Background: an optimization exercise with open tools, aiming at small area and few clock cycles. Do not read the settings as production practice. No run shown here included a check of the RTL's function; only the layout flow was run. Power figures rest on the tool's default switching activity, not on a simulated workload.

==> flow/design.v, too long to show whole: its modules and the start of the top module <==
// module fdcw_dissect: 210 lines
// module fdcw_utf8_check: 48 lines
// module fdcw_dotted: 1558 lines
module fdcw_dissect (
    input  wire         clk,
    input  wire         rst,
    input  wire         in_valid,
    output wire         in_ready,
    input  wire [7:0]   in_data,
    input  wire         in_last,
    input  wire         in_t,
    output reg          out_valid,
    input  wire         out_ready,
    output wire [7:0]   st,
    output wire         eth_valid,
    output wire         ip4_valid,
    output wire [2:0]   xpt,
    output wire [1:0]   txt_tag,
    output wire [7:0]   pay_off,
    output wire [47:0]  eth_dst,
    output wire [47:0]  eth_src,
    output wire [15:0]  ethertype,
    output wire [3:0]   ip_version,
    output wire [5:0]   ip_hlen,
    output wire [7:0]   ip_ttl,
    output wire [7:0]   ip_proto,
    output wire [31:0]  ip_src,
    output wire [31:0]  ip_dst,
    output wire [119:0] ip_src_str,
    output wire [3:0]   ip_src_len,
    output wire [119:0] ip_dst_str,
    output wire [3:0]   ip_dst_len,
    output wire [15:0]  sport,
    output wire [15:0]  dport,
    output wire [31:0]  tcp_seq,
    output wire [31:0]  tcp_ack,
    output wire [5:0]   tcp_flags,
    output wire [15:0]  udp_size,
    output wire [7:0]   icmp_type,
    output wire [7:0]   icmp_code,
    output wire [15:0]  icmp_csum
);
  // ...
==> flow/flow/run.sh <==
#!/bin/bash
# Standard layout, with the port buffers made of the smallest buffer cell.
export BUFFER_PORTS_ARGS="-buffer_cell sky130_fd_sc_hd__buf_1"
bash standard.sh > standard.log 2>&1
==> flow/standard.sh <==
#!/bin/bash
# synth_recipe.tcl (not shown) runs the flow's synth.tcl, then flattens the netlist and writes it again
# the make line also repeats each setting of config.mk as NAME=value (left out here)
make -C /OpenROAD-flow-scripts/flow DESIGN_CONFIG=/design/flow/config.mk WORK_HOME=/design/flow/orfs CLKGATE_MAP_FILE= SYNTH_SCRIPT=/design/flow/synth_recipe.tcl "${@:-finish}"
==> flow/config.mk <==
export PLATFORM = sky130hd
export DESIGN_NAME = fdcw_dissect
export DESIGN_NICKNAME = fdcw_dissect
export VERILOG_FILES = /design/flow/design.v
export SDC_FILE = /design/flow/constraint.sdc
export NUM_CORES = 4
export LEC_CHECK = 0
export ABC_AREA = 1
export CAP_MARGIN = 20
export CORE_MARGIN = 2
export CORE_UTILIZATION = 40
export SLEW_MARGIN = 20
==> flow/constraint.sdc <==
create_clock -name core_clock -period 14.0 [get_ports {clk}]
set_input_delay 2.8000 -clock core_clock [delete_from_list [all_inputs] [get_ports {clk}]]
set_output_delay 2.8000 -clock core_clock [all_outputs]
set_load 0.01 [all_outputs]
==> impl_metrics.json, run 1 <==
{
  "vias": 18240,
  "cts_hold_repair.buffers": 0,
  "grt_pass1_wl_um": 100500,
  "max-vdd-ir-drop_uv": 85.50,
  "synth_xor_area_share_pct": 0.7004,
  "syn_area_um2": 20010,
  "drtAntennaViolNets": 0,
  "final_cell_mix": "buf_1, nand2_1, edfxtp_1",
  "utilization_pct": 47.82,
  "startpoint_type": "primary input",
  "synth-simple-area-share_pct": 22.42,
  "hpwl_um": 54420,
  "fmax_mhz": 95.63,
  "setup_tns_ns": 0,
  "cp-endpoint": "pay_off[7]",
  "grt_max_degree": 81,
  "grtUsageMet1_pct": 34.25,
  "worst_slew_pin_slew_ns": 1.047,
  "worstSkewPairLatency_ns": 0.57,
  "worstHoldEndpoint": "eth_sr[62]",
  "outcome": "complete, no violations",
  "crit_slowest_cell": "nor3_1",
  "avgSynthCellArea_um2": 8.973,
  "port_buffers": 555,
  "largest-register": "eth_sr",
  "p_seq_share_pct": 51.0,
  "met2_usage_pct": 41.96,
  "seqCellArea_um2": 9759,
  "crit_type": "in -> out",
  "ys_seq_elements": 328,
  "io-pin-count": 639,
  "switching_share_pct": 22.59,
  "synth_top_family_by_area": "simple AND/OR/NAND/NOR gates",
  "nets": 2849,
  "wl_met2_um": 33030,
  "critPathRequiredTime_ns": 11.20,
  "cts_tree": "done",
  "instances_no_fill": 3460,
  "drt-initial-drc-count": 1705,
  "clockBufferDepth": 3
}
==> inputs of run 2 (changes only) <==
--- a/flow/config.mk
+++ b/flow/config.mk
@@ -8,5 +8,7 @@
 export ABC_AREA = 1
 export CAP_MARGIN = 20
 export CORE_MARGIN = 2
-export CORE_UTILIZATION = 40
+export CORE_UTILIZATION = 65
+export CTS_BUF_LIST = sky130_fd_sc_hd__clkbuf_8
+export CTS_CLUSTER_SIZE = 30
 export SLEW_MARGIN = 20
==> impl_metrics.json, run 2 <==
{
  "synth_ff_type": "edfxtp_1",
  "clk_pin_slew_worst_paths_ns": 0.07,
  "cts_root_buffer": "clkbuf_8",
  "synthArstFlopShare_pct": 0,
  "largest_reg_flops": 112,
  "fmax_mhz": 91.65,
  "syn_area_um2": 20010,
  "critPathRequiredTime_ns": 11.20,
  "rsz0062_at_grt": "no",
  "drt-initial-drc-count": 3181,
  "die_area_um2": 32200,
  "grtUsageMet1_pct": 55.87,
  "cts_resized": 0,
  "routabilityCongestion": 1.050,
  "cts_hold_repair.buffers": 0,
  "powerDensity_nw_per_um2": 87.68,
  "synth_edf_count": 319,
  "final_cell_mix": "buf_1, nand2_1, inv_1",
  "yosysMostFrequentCell": "nand2_1",
  "netlist_instances": 2230,
  "setup_violations": 0,
  "period_needed_ns": 10.91,
  "cellLeakagePower_nw": 9.492,
  "grt_pass1_vias": 19470,
  "antenna_found_initial": 2,
  "numCtsBuffers": 51,
  "drcViolationCount": 0,
  "coreArea_um2": 30430,
  "viasPerCell": 6.300,
  "clockBufferDepth": 3,
  "vias": 20270,
  "syn_to_final_growth_pct": 14.20,
  "crit_family": "simple AND/OR/NAND/NOR gates",
  "outcome": "complete, no violations",
  "grt_use_total_pct": 46.06,
  "synth_cell_type_count": 67,
  "utilization_pct": 75.09,
  "instances_no_fill": 3217,
  "avgSynthCellArea_um2": 8.973,
  "drv_slew": 0,
  "worst_ep_arrival_time_ns": 8.11,
  "crit_type": "in -> out",
  "synth.area.top_cells": "edfxtp_1, nand2_1, inv_1",
  "met3_usage_pct": 11.35,
  "synthTopCellsByCount": "nand2_1, edfxtp_1, inv_1",
  "worst_slew_pin_slew_ns": 1.112,
  "htreeDepth": 2,
  "critPathMaxFanout": 11,
  "crit_slowest_cell": "nor3_1",
  "clock_sinks": 328,
  "slowest_delay_ns": 0.65,
  "finalHoldViolations": 0,
  "grt.overflow.total": 0,
  "routedWlPerCell_um": 23.95,
  "yosys_warnings": 2,
  "nets": 2860,
  "grt_pass1_wl_um": 115400,
  "ys_seq_elements": 328,
  "dieHeight_um": 179.5,
  "largest-register": "eth_sr",
  "timing.final.crit_share_pct": 77.93,
  "synth.largest_area_cell": "edfxtp_1",
  "worst_path_most_repeated_cell": "inv_1",
  "dieWidth_um": 179.5,
  "startpoint_type": "primary input",
  "layout_commonest_cell": "buf_1",
  "post_cts_buffers": 0,
  "synth_seq_area_share_pct": 48.77,
  "first_pass_iters": 8,
  "initial_core_util_pct": 65.76,
  "io-pin-count": 639,
  "pre_cts_ws_ns": 3.459,
  "grt_max_degree": 85,
  "grt_busiest_layer": "met2",
  "drt-total-wl_um": 77060,
  "reg_top3": "eth_sr (112), ip_sr (80)",
  "dpl.cell_count": 3124,
  "max-vdd-ir-drop_uv": 138.2,
  "fin_worst_skew_ns": 0.02941,
  "slew_headroom_pct": 25.84,
  "hpwl_um": 58200,
  "fin_ws_ns": 3.089,
  "critPathBufInv": 8,
  "maxCapViolations": 0,
  "hold_class": "reg -> reg",
  "met2_usage_pct": 72.28,
  "port_buffers": 555,
  "synth.top_cell.area_share_pct": 47.87,
  "cts_tree": "done",
  "drive_gt1_share_pct": 8.652,
  "drtAntennaViolNets": 0,
  "setup_tns_ns": 0,
  "worstSkewPairLatency_ns": 0.61,
  "placementRows": 64,
  "critical_path.endpoint_type": "output pin"
}
[run 2: cell types whose count changed in the layout (fill, tap and decap cells not counted), moves of 2 or more]
cell and delta:
clkbuf_8 +52, clkbuf_16 -38, inv_1 +19, clkinvlp_4 -4
clkbuf_1 -3, buf_4 -2, bufinv_16 -2, clkinv_1 +2
clkinv_16 -2
[run 2: logic make-up after synthesis]
family,synth area share (%)
AND/OR/NAND/NOR,22.42
buffers and inverters,12.41
AO/OA/AOI/OAI,11.44
flip-flops,48.77
adder cells (fa/ha/maj),4.102
XOR/XNOR,0.7004
other,0.03753
multiplexers,0.1063
[run 2: area by class of cell]
class / count / area, um^2
repair buffers: 564 / 2151
inverters: 366 / 1385
flip-flops and latches: 328 / 9759
well taps: 396 / 495.5
clock buffers: 52 / 715.7
diodes: 1 / 2.502
multi-input cells: 1470 / 8100
clock inverters: 40 / 241.5
fillers: 2157 / 7579
[run 2: power breakdown]
part | internal, mW | switching [mW] | leakage [nW]
combinational | 0.0177 | 0.0739 | 5.89
clock | 0.386 | 0.404 | 0.564
sequential | 1.10 | 0.0203 | 3.04
total | 1.51 | 0.498 | 9.49
[run 2: final timing paths]
check / startpoint / endpoint / slack, ns / cells after the start
worst max-delay path: in_data[1] / pay_off[7] / 3.09 / 29
worst min-delay path: eth_sr[57] / eth_sr[65] / 0.45 / 0
worst max register to register: pos[1] / u0.q[3] / 8.59 / 28
worst min register to register: eth_sr[57] / eth_sr[65] / 0.45 / 0
[run 2: layer usage]
| layer | wire length (um) | up-vias |
|---|---|---|
| met5 | 13 | - |
| met4 | 6624 | 2 |
| met3 | 10090 | 418 |
| met2 | 34310 | 1918 |
| met1 | 26010 | 9369 |
| li1 | - | 8559 |
[run 2: per-stage QoR]
stage	total power, mW	hold WS (ns)	instance area [um^2]
after CTS	1.990	0.4455	22850
after detailed placement	1.228	0.4310	21890
final	2.004	0.4484	22850
after global routing	2.040	0.4550	22850
after global placement	1.221	0.4247	21890
after floorplan	1.202	0.4990	20310
==> inputs of run 3 (changes only) <==
==> flow/flow/run.sh (replaced) <==
#!/bin/bash
# The standard layout (standard.sh runs ORFS with the standard flow's config), with two
# changes: the port buffers are the smallest buffer cell, and the clock tree
# uses small clkbuf_4 cluster buffers and no dummy loads.
export BUFFER_PORTS_ARGS="-buffer_cell sky130_fd_sc_hd__buf_1"
export CTS_ARGS="-sink_clustering_enable -repair_clock_nets -dont_use_dummy_load -buf_list sky130_fd_sc_hd__clkbuf_4 -sink_clustering_size 8 -sink_clustering_max_diameter 50"
bash standard.sh > standard.log 2>&1
--- a/flow/config.mk
+++ b/flow/config.mk
@@ -9,6 +9,4 @@
 export CAP_MARGIN = 20
 export CORE_MARGIN = 2
 export CORE_UTILIZATION = 65
-export CTS_BUF_LIST = sky130_fd_sc_hd__clkbuf_8
-export CTS_CLUSTER_SIZE = 30
 export SLEW_MARGIN = 20
==> impl_metrics.json, run 3 <==
{
  "outcome": "complete, no violations",
  "worst_slew_pin_slew_ns": 1.088,
  "grt.overflow.total": 0,
  "largest_reg_flops": 112,
  "whs_ns": 0.3926,
  "slowest_delay_ns": 0.63,
  "initial_core_util_pct": 65.76,
  "synth_cell_type_count": 67,
  "routedWlPerCell_um": 23.43,
  "fmax_mhz": 92.76,
  "vias": 19860,
  "synth_edf_count": 319,
  "htreeDepth": 2,
  "synth_seq_area_share_pct": 48.77,
  "grt_use_total_pct": 44.51,
  "synth.top_cell.area_share_pct": 47.87,
  "critPathRequiredTime_ns": 11.20,
  "avgSynthCellArea_um2": 8.973,
  "synthArstFlopShare_pct": 0,
  "cellLeakagePower_nw": 9.149,
  "fin_total_pwr_mw": 1.684,
  "placed_cell_area_um2": 21890,
  "drv_slew": 0,
  "powerDensity_nw_per_um2": 75.68,
  "slew_headroom_pct": 27.48,
  "startpoint_type": "primary input",
  "critPathMaxFanout": 11,
  "setup_violations": 0,
  "synthTopCellsByCount": "nand2_1, edfxtp_1, inv_1",
  "ys_seq_elements": 328,
  "clk_pin_slew_worst_paths_ns": 0.09,
  "dieHeight_um": 179.5,
  "io-pin-count": 639,
  "setup_tns_ns": 0,
  "maxCapViolations": 0,
  "hpwl_um": 58200,
  "routabilityCongestion": 1.050,
  "die_area_um2": 32200,
  "synth.area.top_cells": "edfxtp_1, nand2_1, inv_1",
  "cts_hold_repair.buffers": 0,
  "finalHoldViolations": 0,
  "largest-register": "eth_sr",
  "dpl.cell_count": 3124,
  "synth_ff_type": "edfxtp_1",
  "period_needed_ns": 10.78,
  "cts_tree": "done",
  "numCtsBuffers": 48,
  "hold_class": "reg -> reg",
  "clock_sinks": 328,
  "cts_root_buffer": "clkbuf_4",
  "dieWidth_um": 179.5,
  "placementRows": 64,
  "clockBufferDepth": 3,
  "worstSkewPairLatency_ns": 0.75,
  "fin_worst_skew_ns": 0.1266,
  "final_cell_mix": "buf_1, nand2_1, edfxtp_1",
  "fin_area_um2": 22260,
  "viasPerCell": 6.256,
  "worst_path_most_repeated_cell": "inv_1",
  "crit_type": "in -> out",
  "max-vdd-ir-drop_uv": 110.5,
  "crit_slowest_cell": "nor3_1",
  "grt_pass1_vias": 18890,
  "grt_max_degree": 85,
  "drt-total-wl_um": 74380,
  "drt-initial-drc-count": 3031,
  "syn_to_final_growth_pct": 11.24,
  "synth.largest_area_cell": "edfxtp_1",
  "reg_top3": "eth_sr (112), ip_sr (80)",
  "post_cts_buffers": 0,
  "antenna_found_initial": 3,
  "grt_pass1_wl_um": 111500,
  "syn_area_um2": 20010,
  "yosysMostFrequentCell": "nand2_1",
  "drtAntennaViolNets": 0,
  "layout_commonest_cell": "buf_1",
  "fillerInstances": 2265,
  "nets": 2857,
  "coreArea_um2": 30430,
  "drcViolationCount": 0,
  "cts_resized": 0,
  "rsz0062_at_grt": "no",
  "drive_gt1_share_pct": 8.177,
  "port_buffers": 555,
  "instances_no_fill": 3175,
  "yosys_warnings": 2,
  "critical_path.endpoint_type": "output pin",
  "timing.final.crit_share_pct": 77.00,
  "netlist_instances": 2230,
  "first_pass_iters": 8,
  "worst_ep_arrival_time_ns": 7.98
}
## run 3: cell counts after synthesis
Identical to the previous run, type by type.
## run 3: kinds of logic (layout without fill, tap and decap cells)
logic type               after synthesis  in the layout  synth area share (%)
AND/OR/NAND/NOR                      948            948                 22.42
buffers and inverters                513            978                 12.41
AO/OA/AOI/OAI                        356            356                 11.44
flip-flops                           328            328                 48.77
adder cells (fa/ha/maj)               65             65                 4.102
XOR/XNOR                              16             16                0.7004
other                                  2             86               0.03753
multiplexers                           2              2                0.1063
## run 3: cell type report
type | instances | area (um^2) | area share (%)
antenna | 3 | 7.507 | 0.03373
clock buffer | 48 | 360.3 | 1.619
inverter | 366 | 1385 | 6.223
multi-input combinational | 1470 | 8100 | 36.39
sequential | 328 | 9759 | 43.84
tap | 396 | 495.5 | 2.226
timing repair buffer | 564 | 2151 | 9.663
## run 3: worst paths after layout
check | start | to | slack (ns) | depth (start not counted)
hold reg to reg | x1_sr[22] | x1_sr[30] | 0.39 | 0
setup reg to reg | pos[1] | u0.q[3] | 8.68 | 28
hold / removal | x1_sr[22] | x1_sr[30] | 0.39 | 0
setup / recovery | in_data[1] | pay_off[7] | 3.22 | 29
## run 3: routing by layer
metal  routed length [um]  GRT usage, %
met5                    0             0
met4                 6243         31.06
met3                 9324         9.522
met2                33380         69.72
met1                25430         55.41
## run 3: through the flow
stage | setup slack [ns] | util [%]
after floorplan | 4.536 | -
after global placement | 3.684 | 71.94
after detailed placement | 3.459 | 71.94
after CTS | 3.438 | 73.13
after global routing | 2.799 | 73.13
final | 3.220 | 73.15
## run 3: where the power goes
part           internal [mW]  switching, mW  total [mW]  leakage (nW)
clock network          0.157          0.317       0.474         0.221
logic                 0.0177         0.0732      0.0909          5.89
registers               1.10         0.0195        1.12          3.04
## run 3: critical path: cells and delay by family
kind                     cells  cell delay [ns]
AND/OR/NAND/NOR             11             1.64
adder cells (fa/ha/maj)      5             1.42
buffers and inverters        8             1.34
AO/OA/AOI/OAI                4             0.48
multiplexers                 1             0.28

[port drivers added, routing unchanged]
No port has a modelled driver above. Below, the same layouts with a new extraction and two added sets of constraints. Step 1 (the two cells are an assumption about what drives the block):
set clk [get_ports {clk}]
set_driving_cell -lib_cell sky130_fd_sc_hd__clkbuf_16 $clk
set_driving_cell -lib_cell sky130_fd_sc_hd__buf_2 [delete_from_list [all_inputs] $clk]
Step 2, shift: input delay + t, output delay - t, t = (earliest + latest rising clock arrival at the registers) / 2. This alone moves slack from input paths to output paths. Slacks: ideal ports / drivers / drivers and shift; pairs: ideal ports / drivers.
| run | shift t [ns] | setup WS [ns] | worst register clock-pin slew, ns | worst data-port slew with drivers (ns) |
|---|---|---|---|---|
| run 1 | 0.590 | 3.543 / 3.524 / 3.524 | 0.07 / 0.07 | 0.05 |
| run 2 | 0.651 | 3.089 / 3.041 / 3.041 | 0.07 / 0.07 | 0.04 |
| run 3 | 0.737 | 3.219 / 3.178 / 3.178 | 0.11 / 0.11 | 0.04 |
After both steps setup and hold are still met in every run listed. For run 2, which loses most, drivers alone change the setup slack by -0.048 ns; drivers and shift together by -0.048 ns.
